What follows belongs to an exercise in optimizing a design on an open flow for small area, a short achievable clock period and few clock cycles per item; a production flow would make more cautious choices.
At most, simulation tests tie the RTL to the original design; equivalence was not proved.
Power and IR drop assume default switching activity.

// qrle
module qrle (
    input  wire        clk,
    input  wire        rst,
    input  wire        in_valid,
    output wire        in_ready,
    input  wire [31:0] in_x,
    input  wire [31:0] in_delta,
    input  wire        in_last,
    output wire        out_valid,
    input  wire        out_ready,
    output wire [7:0]  out_data,
    output wire        out_last
);
    localparam ST_IDLE = 2'd0;
    localparam ST_DIV  = 2'd1;
    localparam ST_FIN  = 2'd2;
    localparam ST_SHL  = 2'd3;
    localparam EM_NONE = 2'd0;
    localparam EM_RUN  = 2'd1;
    localparam EM_LIT  = 2'd2;
    reg [1:0]  st;
    reg [24:0] rem;           
    reg [23:0] dvs;           
    reg [9:0]  k;             
    reg        go;            
    reg        xsub, dsub;    
    reg        rdy_z, rdy_q;  
    reg [4:0]  j;             
    reg        seen;          
    reg        sgn;           
    reg        lastr;         
    reg        em2;           
    reg        lastb;         
    reg        g;             
    reg        e23;           
    reg        finf;          
  ...
For scale: ~1,500 cells after synthesis, ~80 I/O pins, roughly 13,000 um2 of cells after synthesis.
Settings: LEC_CHECK=0, CAP_MARGIN=20, CORE_MARGIN=2, CORE_UTILIZATION=40, CTS_BUF_LIST=sky130_fd_sc_hd__clkbuf_8, SLEW_MARGIN=20; clock period 16.0 ns.
standard.sh (not shown) runs the stock make flow with config.mk's settings and CLKGATE_MAP_FILE= SYNTH_SCRIPT=/design/flow/synth_recipe.tcl, a recipe that flattens the netlist after the stock synthesis.
==> flow/flow/run.sh <==
#!/bin/bash
# The standard layout (standard.sh), with plain buffers on the ports in place
# of the delay cells that buffer_ports picks by default.  The make output goes
# to flow_make.log; each ORFS step keeps its own log under orfs/logs/.
set -euo pipefail
export BUFFER_PORTS_ARGS="-buffer_cell sky130_fd_sc_hd__buf_2"
bash standard.sh > flow_make.log 2>&1
Testbench counts at the start, summed over its fixed seeds: cycles 23,128, samples 7,072.
Change:
--- a/flow/design.v
+++ b/flow/design.v
@@ -18,14 +18,16 @@
     localparam EM_NONE = 2'd0;
     localparam EM_RUN  = 2'd1;
     localparam EM_LIT  = 2'd2;
     reg [1:0]  st;
     reg [24:0] rem;           
     reg [23:0] dvs;           
     reg [9:0]  k;             
+    reg [7:0]  kd;            
+    reg        first;         
     reg        go;            
     reg        xsub, dsub;    
     reg        rdy_z, rdy_q;  
     reg [4:0]  j;             
     reg        seen;          
     reg        sgn;           
     reg        lastr;         
@@ -54,15 +56,14 @@
     wire accept = in_valid & rdy;
     wire [7:0]  ex = in_x[30:23];
     wire [7:0]  ed = in_delta[30:23];
     wire        x_zero = (in_x[30:0] == 31'd0);
     wire        x_e255 = &ex;
     wire        x_man  = |in_x[22:0];
     wire        d_e255 = &ed;
-    wire [9:0]  k0     = {2'b00, ex} - {2'b00, ed};
     wire        in_nan = (x_e255 & x_man) | d_e255;    
     wire        in_sat = x_e255;    
     wire [31:0] pa = {6'd0, 1'b0, rem, 1'b1};           
     wire [31:0] pb = {6'd0, 2'b11, ~dvs, 1'b1};
     wire [31:0] gg0 = pa & pb;
     wire [31:0] pp0 = pa ^ pb;
     wire [31:0] gu [0:5];
@@ -99,24 +100,24 @@
                 end
             end
         end
     endgenerate
     wire [25:0] trial = pp0[26:1] ^ gd[0][25:0];
     wire        b     = ~trial[25];
     wire [24:0] rsel  = b ? trial[24:0] : rem;
-    wire [9:0] kc    = k;
+    wire [9:0] kc    = first ? (k - {2'b00, kd}) : k;
     wire k_neg  = kc[9];
     wire k_ge31 = ~kc[9] & (|kc[8:5] | (&kc[4:0]));
     wire k_m1   = (kc == 10'h3FF);
     wire k_m2   = (kc == 10'h3FE);
     wire k_le_m2 = k_neg & ~k_m1;
     wire k_z    = (kc == 10'd0);
     wire j_23   = (j == 5'd23);
     wire j_24   = (j == 5'd24);
-    wire knorm  = ~dvs[23] & ~k_ge31 & ~(k[9] & ~k[8]);    
+    wire knorm  = ~dvs[23] & ~k_ge31 & ~(kc[9] & ~&kc[8:6]);    
     wire [31:0] satv = sgn ? 32'h80000000 : 32'h7FFFFFFF;
     wire        stk   = |rem;
     wire        rbit  = g & (stk | lastb);
     wire        rinc  = finf | rbit;
     wire        fin_f = (ste == ST_FIN) & e23 & rinc & ~finf;    
     wire [31:0] acc_p1 = acc + 32'd1;
     wire run_c1 = (run[15:7] == 9'd0) & (run[6:0] <= 7'd100);
@@ -248,34 +249,38 @@
                          s_fin0 ? (sgn ? acc_p1 : acc) :
                          s_int  ? {acc[30:0], sgn} : acc;
     always @(posedge clk) begin
         case (ste)
             ST_IDLE: begin
                 rem   <= {1'b0, |ex, in_x[22:0]};
                 dvs   <= {|ed, in_delta[22:0]};
-                k     <= in_nan ? -10'sd300 : in_sat ? 10'd300 : k0;
+                k     <= in_nan ? -10'sd256 : in_sat ? 10'd300 : {2'b00, ex};
+                kd    <= ed;
+                first <= 1'b1;
                 xsub  <= ~|ex;
                 dsub  <= ~|ed;
                 sgn   <= in_x[31] ^ in_delta[31];
                 lastr <= in_last;
                 seen  <= 1'b0;
             end
             ST_DIV: begin
                 if (~stall) begin
                     if (kfix) begin
                         if (xsub & ~dsub) k <= k + 10'd1;
                         if (dsub & ~xsub) k <= k - 10'd1;
                         xsub <= 1'b0;
                         dsub <= 1'b0;
                     end else if (knorm) begin
-                        dvs <= {dvs[22:0], 1'b0};
-                        k   <= k + 10'd1;
+                        dvs   <= {dvs[22:0], 1'b0};
+                        k     <= kc + 10'd1;
+                        first <= 1'b0;
                     end else begin
-                        rem <= {rsel[23:0], 1'b0};
-                        k   <= k - 10'd1;
+                        rem   <= {rsel[23:0], 1'b0};
+                        k     <= kc - 10'd1;
+                        first <= 1'b0;
                         acc <= b ? acc_b1 : acc_b0;
                         if (~seen) begin
                             seen  <= b;
                             j     <= 5'd1;
                             em2   <= k_m2;
                             lastb <= 1'b1;
                             finf  <= 1'b0;
=> The new run finished clean. Final area came out higher by a few percent. Worst setup slack degrades by 0.38 ns. Total power increases by well over a third. Cell count climbs by a few percent. Clock-buffer cell count is unchanged. Non-clock buffer count falls by 2. Utilization goes down by 0.15 points. Die area climbs by a few percent.
Only the layout flow was run in the second run of this note; the RTL was not checked for function there.

* * *

rev 12:
The RTL this note starts from:
==> flow/design.v <==
module qrle (
    input  wire        clk,
    input  wire        rst,
    input  wire        in_valid,
    output wire        in_ready,
    input  wire [31:0] in_x,
    input  wire [31:0] in_delta,
    input  wire        in_last,
    output wire        out_valid,
    input  wire        out_ready,
    output wire [7:0]  out_data,
    output wire        out_last
);
    localparam ST_IDLE = 2'd0;
    localparam ST_DIV  = 2'd1;
    localparam ST_FIN  = 2'd2;
    localparam ST_SHL  = 2'd3;
    localparam EM_NONE = 2'd0;
    localparam EM_RUN  = 2'd1;
    localparam EM_LIT  = 2'd2;
    reg [1:0]  st;
    reg        rdy;           
    reg [24:0] rem;           
    reg [23:0] dvs;           
    reg [9:0]  k;             
    reg [4:0]  j;             
    reg        seen;          
    reg        sgn;           
    reg        lastr;         
    reg        em2;           
    reg        lastb;         
    reg        g;             
    reg        e23;           
    reg [31:0] acc;           
    reg        finf;          
    reg        zacc, zlast;   
    reg [15:0] run;           
    reg        run_p, lit_p;  
    reg        run_last, lit_last;
    reg        lit_older;     
    reg [1:0]  em;            
    reg [2:0]  nb;            
    reg        ov, ol;
    reg [7:0]  od;
    assign out_valid = ov;
    assign out_data  = od;
    assign out_last  = ol;
    assign in_ready  = rdy;
    wire idle   = (st == ST_IDLE);
    wire accept = in_valid & rdy;
    wire [7:0]  ex = in_x[30:23];
    wire [7:0]  ed = in_delta[30:23];
    wire        x_zero = (in_x[30:0] == 31'd0);
    wire        x_e255 = &ex;
    wire        x_man  = |in_x[22:0];
    wire        d_zero = (in_delta[30:0] == 31'd0);
    wire        d_e255 = &ed;
    wire [9:0]  k0     = {2'b00, ex} - {2'b00, ed};
    wire        in_zero = x_zero;
    wire        in_nan  = (x_e255 & x_man) | d_e255;    
    wire        in_sat  = x_e255 | d_zero;
    wire [25:0] trial = {1'b0, rem} - {2'b00, dvs};
    wire        b     = ~trial[25];
    wire [24:0] rsel  = b ? trial[24:0] : rem;
    wire        knorm = ~dvs[23];
    wire k_neg  = k[9];
    wire k_ge31 = ~k[9] & (|k[8:5] | (&k[4:0]));
    wire k_m1   = (k == 10'h3FF);
    wire k_m2   = (k == 10'h3FE);
    wire k_le_m2 = k_neg & ~k_m1;
    wire k_z    = (k == 10'd0);
    wire j_23   = (j == 5'd23);
    wire j_24   = (j == 5'd24);
    wire [31:0] satv = sgn ? 32'h80000000 : 32'h7FFFFFFF;
    wire        stk   = |rem;
    wire        rbit  = g & (stk | lastb);
    wire        rinc  = finf | rbit;
    wire        fin_f = (st == ST_FIN) & e23 & rinc & ~finf;
    wire [31:0] acc_p1 = {acc[31:1], acc[0] | fin_f} + 32'd1;
    wire run_c1 = (run[15:7] == 9'd0) & (run[6:0] <= 7'd100);
    wire run_c2 = (run[15:8] == 8'd0);
    wire [2:0] run_cnt = run_c1 ? 3'd1 : run_c2 ? 3'd2 : 3'd3;
    wire a_s8  = (acc[31:8]  == {24{acc[31]}});       
    wire a_s16 = (acc[31:15] == {17{acc[31]}});
    wire a_s7  = (acc[31:7]  == {25{acc[31]}});       
    wire lit_c1 = a_s7 & (acc[31] ? (acc[6:0] > 7'd53) : (acc[6:0] < 7'd75));
    wire lit_c3 = a_s8 & acc[31] & (acc[7:0] != 8'd0) & ~lit_c1;    
    wire lit_c2 = a_s8 & ~acc[31] & ~lit_c1;                         
    wire lit_c4 = a_s16;
    wire [2:0] lit_cnt = lit_c1 ? 3'd1 : (lit_c2 | lit_c3) ? 3'd2 : lit_c4 ? 3'd3 : 3'd5;
    wire adv = ~ov | out_ready;
    wire em_idle   = (em == EM_NONE);
    wire start_lit = em_idle & lit_p & (lit_older | ~run_p);
    wire start_run = em_idle & run_p & ~(lit_p & lit_older);
    wire [1:0] cur_t = ~em_idle ? em : start_lit ? EM_LIT : start_run ? EM_RUN : EM_NONE;
    wire [2:0] cur_n = ~em_idle ? nb : start_lit ? lit_cnt : run_cnt;
    wire [7:0] lo8  = (lit_c1 | lit_c3) ? ((lit_c3 ? ~acc[7:0] : acc[7:0]) + (lit_c3 ? 8'd1 : 8'd180)) : acc[7:0];
    reg  [7:0] byte_n;
    always @(*) begin
        if (cur_t == EM_RUN) begin
            case (cur_n)
                3'd1:    byte_n = run[7:0];
                3'd2:    byte_n = run_c2 ? 8'd101 : run[15:8];
                default: byte_n = 8'd102;
            endcase
        end else begin
            case (cur_n)
                3'd1:    byte_n = lo8;
                3'd2:    byte_n = (lit_c2 | lit_c3) ? (lit_c2 ? 8'd103 : 8'd104) : acc[15:8];
                3'd3:    byte_n = lit_c4 ? 8'd105 : acc[23:16];
                3'd4:    byte_n = acc[31:24];
                default: byte_n = 8'd255;
            endcase
        end
    end
    wire load = adv & (cur_t != EM_NONE);
    wire run_done_now = load & (cur_t == EM_RUN) & (cur_n == 3'd1);
    wire stall = lit_p | (em == EM_LIT);
    reg  zero_ev, zero_last;      
    reg  post_run, post_lit;      
    reg  fin_now;                 
    reg  fin_cin;
    reg  [1:0] st_n;
    always @(*) begin
        zero_ev = 1'b0; zero_last = lastr;
        post_run = 1'b0; post_lit = 1'b0;
        fin_now = 1'b0; fin_cin = 1'b0;
        st_n = st;
        case (st)
            ST_IDLE: begin
                if (zacc) begin
                    zero_ev = 1'b1; zero_last = zlast;
                end
                if (accept & ~in_zero) st_n = ST_DIV;
            end
            ST_DIV: begin
                if (~stall & ~knorm) begin
                    if (~seen) begin
                        if (b) begin
                            if (k_ge31) begin
                                post_run = 1'b1; post_lit = 1'b1; st_n = ST_IDLE;
                            end else if (k_m1) begin
                                post_run = 1'b1; post_lit = 1'b1; fin_now = 1'b1; fin_cin = ~sgn;
                                st_n = ST_IDLE;
                            end else if (k_le_m2 & ~k_m2) begin
                                zero_ev = 1'b1; st_n = ST_IDLE;
                            end else if (~k_m2) begin
                                post_run = 1'b1;
                            end
                        end else if (k_le_m2) begin
                            zero_ev = 1'b1; st_n = ST_IDLE;
                        end
                    end else if (j_24) begin
                        st_n = ST_FIN;
                    end else if (k_m1) begin
                        if (b) begin post_lit = 1'b1; fin_now = 1'b1; fin_cin = ~sgn; st_n = ST_IDLE; end
                    end else if (k_le_m2) begin
                        if (~b) begin
                            if (em2 & ~j_23) begin
                                zero_ev = 1'b1; st_n = ST_IDLE;
                            end else if (~em2) begin
                                post_lit = 1'b1; fin_now = 1'b1; fin_cin = sgn; st_n = ST_IDLE;
                            end
                        end else if (j_23 & em2) begin
                            post_run = 1'b1; post_lit = 1'b1; fin_now = 1'b1; fin_cin = ~sgn;
                            st_n = ST_IDLE;
                        end
                    end else if (k_z & j_23) begin
                        if (b) st_n = ST_FIN;
                    end
                end
            end
            ST_FIN: begin
                fin_now = 1'b1; fin_cin = rinc ^ sgn;
                if (em2 & ~rbit) begin
                    zero_ev = 1'b1; st_n = ST_IDLE;
                end else begin
                    post_run = em2;
                    if (~k_neg | (k_m1 & ~finf)) st_n = ST_SHL;
                    else begin post_lit = 1'b1; st_n = ST_IDLE; end
                end
            end
            default: begin  
                if ((acc[31] ^ acc[30]) | k_m1) begin post_lit = 1'b1; st_n = ST_IDLE; end
            end
        endcase
    end
    wire run_post = zero_ev ? (zero_last | (run == 16'hFFFE)) : (post_run & (run != 16'd0));
    reg  run_p_n, lit_p_n;
    reg  [1:0] em_n;
    always @(*) begin
        run_p_n = run_p;
        lit_p_n = lit_p;
        em_n    = em;
        if (adv) begin
            if (cur_t != EM_NONE) em_n = (cur_n == 3'd1) ? EM_NONE : cur_t;
            if (start_lit) lit_p_n = 1'b0;
            if (start_run) run_p_n = 1'b0;
        end
        if (run_post) run_p_n = 1'b1;
        if (post_lit) lit_p_n = 1'b1;
    end
    wire chunk_next = zacc ? (run == 16'hFFFD) : (run == 16'hFFFE);
    wire rdy_n = (st_n == ST_IDLE) & ~run_p_n & (em_n != EM_RUN) & ~(accept & (in_last | chunk_next));
    wire [15:0] run_inc = run + 16'd1;
    always @(posedge clk) begin
        if (rst) begin
            st <= ST_IDLE;
            rdy <= 1'b0;
            run <= 16'd0;
            run_p <= 1'b0; lit_p <= 1'b0; lit_older <= 1'b0;
            em <= EM_NONE; ov <= 1'b0;
            zacc <= 1'b0;
        end else begin
            st  <= st_n;
            rdy <= rdy_n;
            zacc <= accept & in_zero;
            run_p <= run_p_n;
            lit_p <= lit_p_n;
            em <= em_n;
            if (run_post) lit_older <= zero_ev & lit_p & ~(start_lit & adv);
            if (adv) ov <= (cur_t != EM_NONE);
            if (adv & run_done_now) run <= 16'd0;
            else if (zero_ev) run <= run_inc;
        end
    end
    always @(posedge clk) begin
        case (st)
            ST_IDLE: begin
                rem   <= (ex == 8'd0) ? {1'b0, in_x[22:0], 1'b0} : {2'b01, in_x[22:0]};
                dvs   <= d_zero ? 24'h800000 : (ed == 8'd0) ? {in_delta[22:0], 1'b0} : {1'b1, in_delta[22:0]};
                zlast <= in_last;
                k     <= in_nan ? -10'sd300 : in_sat ? 10'd300 : k0;
                sgn   <= in_x[31] ^ in_delta[31];
                lastr <= in_last;
                seen  <= 1'b0;
            end
            ST_DIV: begin
                if (~stall) begin
                    if (knorm) begin
                        dvs <= {dvs[22:0], 1'b0};
                        k   <= k + 10'd1;
                    end else begin
                        rem <= {rsel[23:0], 1'b0};
                        k   <= k - 10'd1;
                        if (~seen) begin
                            if (b) begin
                                seen  <= 1'b1;
                                j     <= 5'd1;
                                em2   <= k_m2;
                                lastb <= 1'b1;
                                finf  <= 1'b0;
                                if (k_ge31)     acc <= satv;
                                else if (k_m1)  acc <= {{31{sgn}}, 1'b1};
                                else if (k_neg) acc <= {32{sgn}};
                                else            acc <= {{31{sgn}}, ~sgn};
                            end
                        end else begin
                            j <= j + 5'd1;
                            if (~j_24) lastb <= b;
                            if (fin_now)                 acc <= fin_cin ? acc_p1 : acc;
                            else if (~j_24 & ~k_neg)     acc <= {acc[30:0], b ^ sgn};
                            if (j_24) begin
                                g   <= b;
                                e23 <= k_m1;
                            end
                            if (k_z & j_23 & b) begin
                                finf <= 1'b1;
                                e23  <= 1'b1;
                            end
                        end
                    end
                end
            end
            ST_FIN: begin
                acc <= fin_cin ? acc_p1 : {acc[31:1], acc[0] & ~fin_f};
            end
            default: begin  
                if (acc[31] ^ acc[30]) acc <= satv;
                else begin
                    acc <= {acc[30:0], 1'b0};
                    k   <= k - 10'd1;
                end
            end
        endcase
        if (run_post) run_last <= zero_ev & zero_last;
        if (post_lit) lit_last <= lastr;
        if (adv & (cur_t != EM_NONE)) begin
            od <= byte_n;
            ol <= (cur_n == 3'd1) & ((cur_t == EM_RUN) ? run_last : lit_last);
            nb <= cur_n - 3'd1;
        end
    end
endmodule
clock: 16.0 ns
lec_check: 0
cap_margin: 20
core_margin: 2
core_utilization: 40
slew_margin: 20
run.sh (not shown) runs the stock make flow with config.mk's settings and CLKGATE_MAP_FILE= SYNTH_SCRIPT=/design/flow/synth_recipe.tcl, a recipe that flattens the netlist after the stock synthesis.
Stock flow here: none of the scripts above is used.
Input changes introduced in rev 13 (baseline for comparison: rev 12):
diff --git a/flow/design.v b/flow/design.v
--- a/flow/design.v
+++ b/flow/design.v
@@ -32,9 +32,8 @@
     reg        g;             
     reg        e23;           
     reg [31:0] acc;           
     reg        finf;          
-    reg        zacc, zlast;   
     reg [15:0] run;           
     reg        run_p, lit_p;  
     reg        run_last, lit_last;
     reg        lit_older;     
@@ -54,9 +53,9 @@
     wire        x_e255 = &ex;
     wire        x_man  = |in_x[22:0];
     wire        d_zero = (in_delta[30:0] == 31'd0);
     wire        d_e255 = &ed;
-    wire [9:0]  k0     = {2'b00, ex} - {2'b00, ed};
+    wire [9:0]  k0     = {2'b00, ex[7:1], ex[0] | ~|ex} - {2'b00, ed[7:1], ed[0] | ~|ed};
     wire        in_zero = x_zero;
     wire        in_nan  = (x_e255 & x_man) | d_e255;    
     wire        in_sat  = x_e255 | d_zero;
     wire [25:0] trial = {1'b0, rem} - {2'b00, dvs};
@@ -127,12 +126,15 @@
         fin_now = 1'b0; fin_cin = 1'b0;
         st_n = st;
         case (st)
             ST_IDLE: begin
-                if (zacc) begin
-                    zero_ev = 1'b1; zero_last = zlast;
-                end
-                if (accept & ~in_zero) st_n = ST_DIV;
+                if (accept) begin
+                    if (in_zero) begin
+                        zero_ev = 1'b1; zero_last = in_last;
+                    end else begin
+                        st_n = ST_DIV;
+                    end
+                end
             end
             ST_DIV: begin
                 if (~stall & ~knorm) begin
                     if (~seen) begin
@@ -199,23 +201,20 @@
         end
         if (run_post) run_p_n = 1'b1;
         if (post_lit) lit_p_n = 1'b1;
     end
-    wire chunk_next = zacc ? (run == 16'hFFFD) : (run == 16'hFFFE);
-    wire rdy_n = (st_n == ST_IDLE) & ~run_p_n & (em_n != EM_RUN) & ~(accept & (in_last | chunk_next));
+    wire rdy_n = (st_n == ST_IDLE) & ~run_p_n & (em_n != EM_RUN);
     wire [15:0] run_inc = run + 16'd1;
     always @(posedge clk) begin
         if (rst) begin
             st <= ST_IDLE;
             rdy <= 1'b0;
             run <= 16'd0;
             run_p <= 1'b0; lit_p <= 1'b0; lit_older <= 1'b0;
             em <= EM_NONE; ov <= 1'b0;
-            zacc <= 1'b0;
         end else begin
             st  <= st_n;
             rdy <= rdy_n;
-            zacc <= accept & in_zero;
             run_p <= run_p_n;
             lit_p <= lit_p_n;
             em <= em_n;
             if (run_post) lit_older <= zero_ev & lit_p & ~(start_lit & adv);
@@ -226,11 +225,10 @@
     end
     always @(posedge clk) begin
         case (st)
             ST_IDLE: begin
-                rem   <= (ex == 8'd0) ? {1'b0, in_x[22:0], 1'b0} : {2'b01, in_x[22:0]};
-                dvs   <= d_zero ? 24'h800000 : (ed == 8'd0) ? {in_delta[22:0], 1'b0} : {1'b1, in_delta[22:0]};
-                zlast <= in_last;
+                rem   <= {1'b0, |ex, in_x[22:0]};
+                dvs   <= d_zero ? 24'h800000 : {|ed, in_delta[22:0]};
                 k     <= in_nan ? -10'sd300 : in_sat ? 10'd300 : k0;
                 sgn   <= in_x[31] ^ in_delta[31];
                 lastr <= in_last;
                 seen  <= 1'b0;
--- outcome ---
Rev 13 vs rev 12 — setup slack of the most critical reg-to-reg path rose 0.72 ns.
NOTE first-pass GRT wire length rev 12->rev 13 decreased by a little under 10%
Sequential power in rev 13 vs rev 12: down 3.1%
Standard cell core area: lower on rev 13
In rev 13, the die area came out about 4% below the value in rev 12.
Rev 13 packs its core more tightly than rev 12.
The adder-cell share of the synthesized area of rev 13 and that of rev 12 are within noise of each other.
Setup WNS rev 12 -> rev 13: worse
Rev 13 vs. rev 12: clock period minus worst slack went up by 0.57 ns.
Testbench counts of rev 13, summed over its fixed seeds: cycles 23,019, samples 7,072.
The RTL of rev 12 was laid out without a check of its function.

afterwards: timing with drivers on the ports:
The flow's constraints put no driver on any port. The routed layouts listed below were extracted and timed again, unchanged, in two steps. Step 1 (the two cells are an assumption about what drives the block):
set clk [get_ports {clk}]
set_driving_cell -lib_cell sky130_fd_sc_hd__clkbuf_16 $clk
set_driving_cell -lib_cell sky130_fd_sc_hd__buf_2 [delete_from_list [all_inputs] $clk]
Step 2 times the ports against the registers' clock, not the clock port: input delays grow and output delays shrink by t, the midpoint of the rising clock arrivals with the driver on. a / b / c = no drivers / after step 1 / after step 2; a / b = the first two.
| run | t, ns | slack for setup (ns) | latest minus earliest clock arrival (ns) |
|---|---|---|---|
| the first run of note 1 | 0.534 | 10.931 / 10.959 / 10.425 | 0.023 / 0.022 |
| the second run of note 1 | 0.550 | 10.554 / 10.554 / 10.554 | 0.015 / 0.014 |
| rev 12 | 0.502 | 10.316 / 10.316 / 10.099 | 0.015 / 0.016 |
| rev 13 | 0.482 | 9.743 / 9.774 / 9.292 | 0.019 / 0.020 |
After both steps setup and hold are still met in every run listed. For the first run of note 1, which loses most, drivers alone change the setup slack by +0.028 ns; drivers and shift together by -0.506 ns.
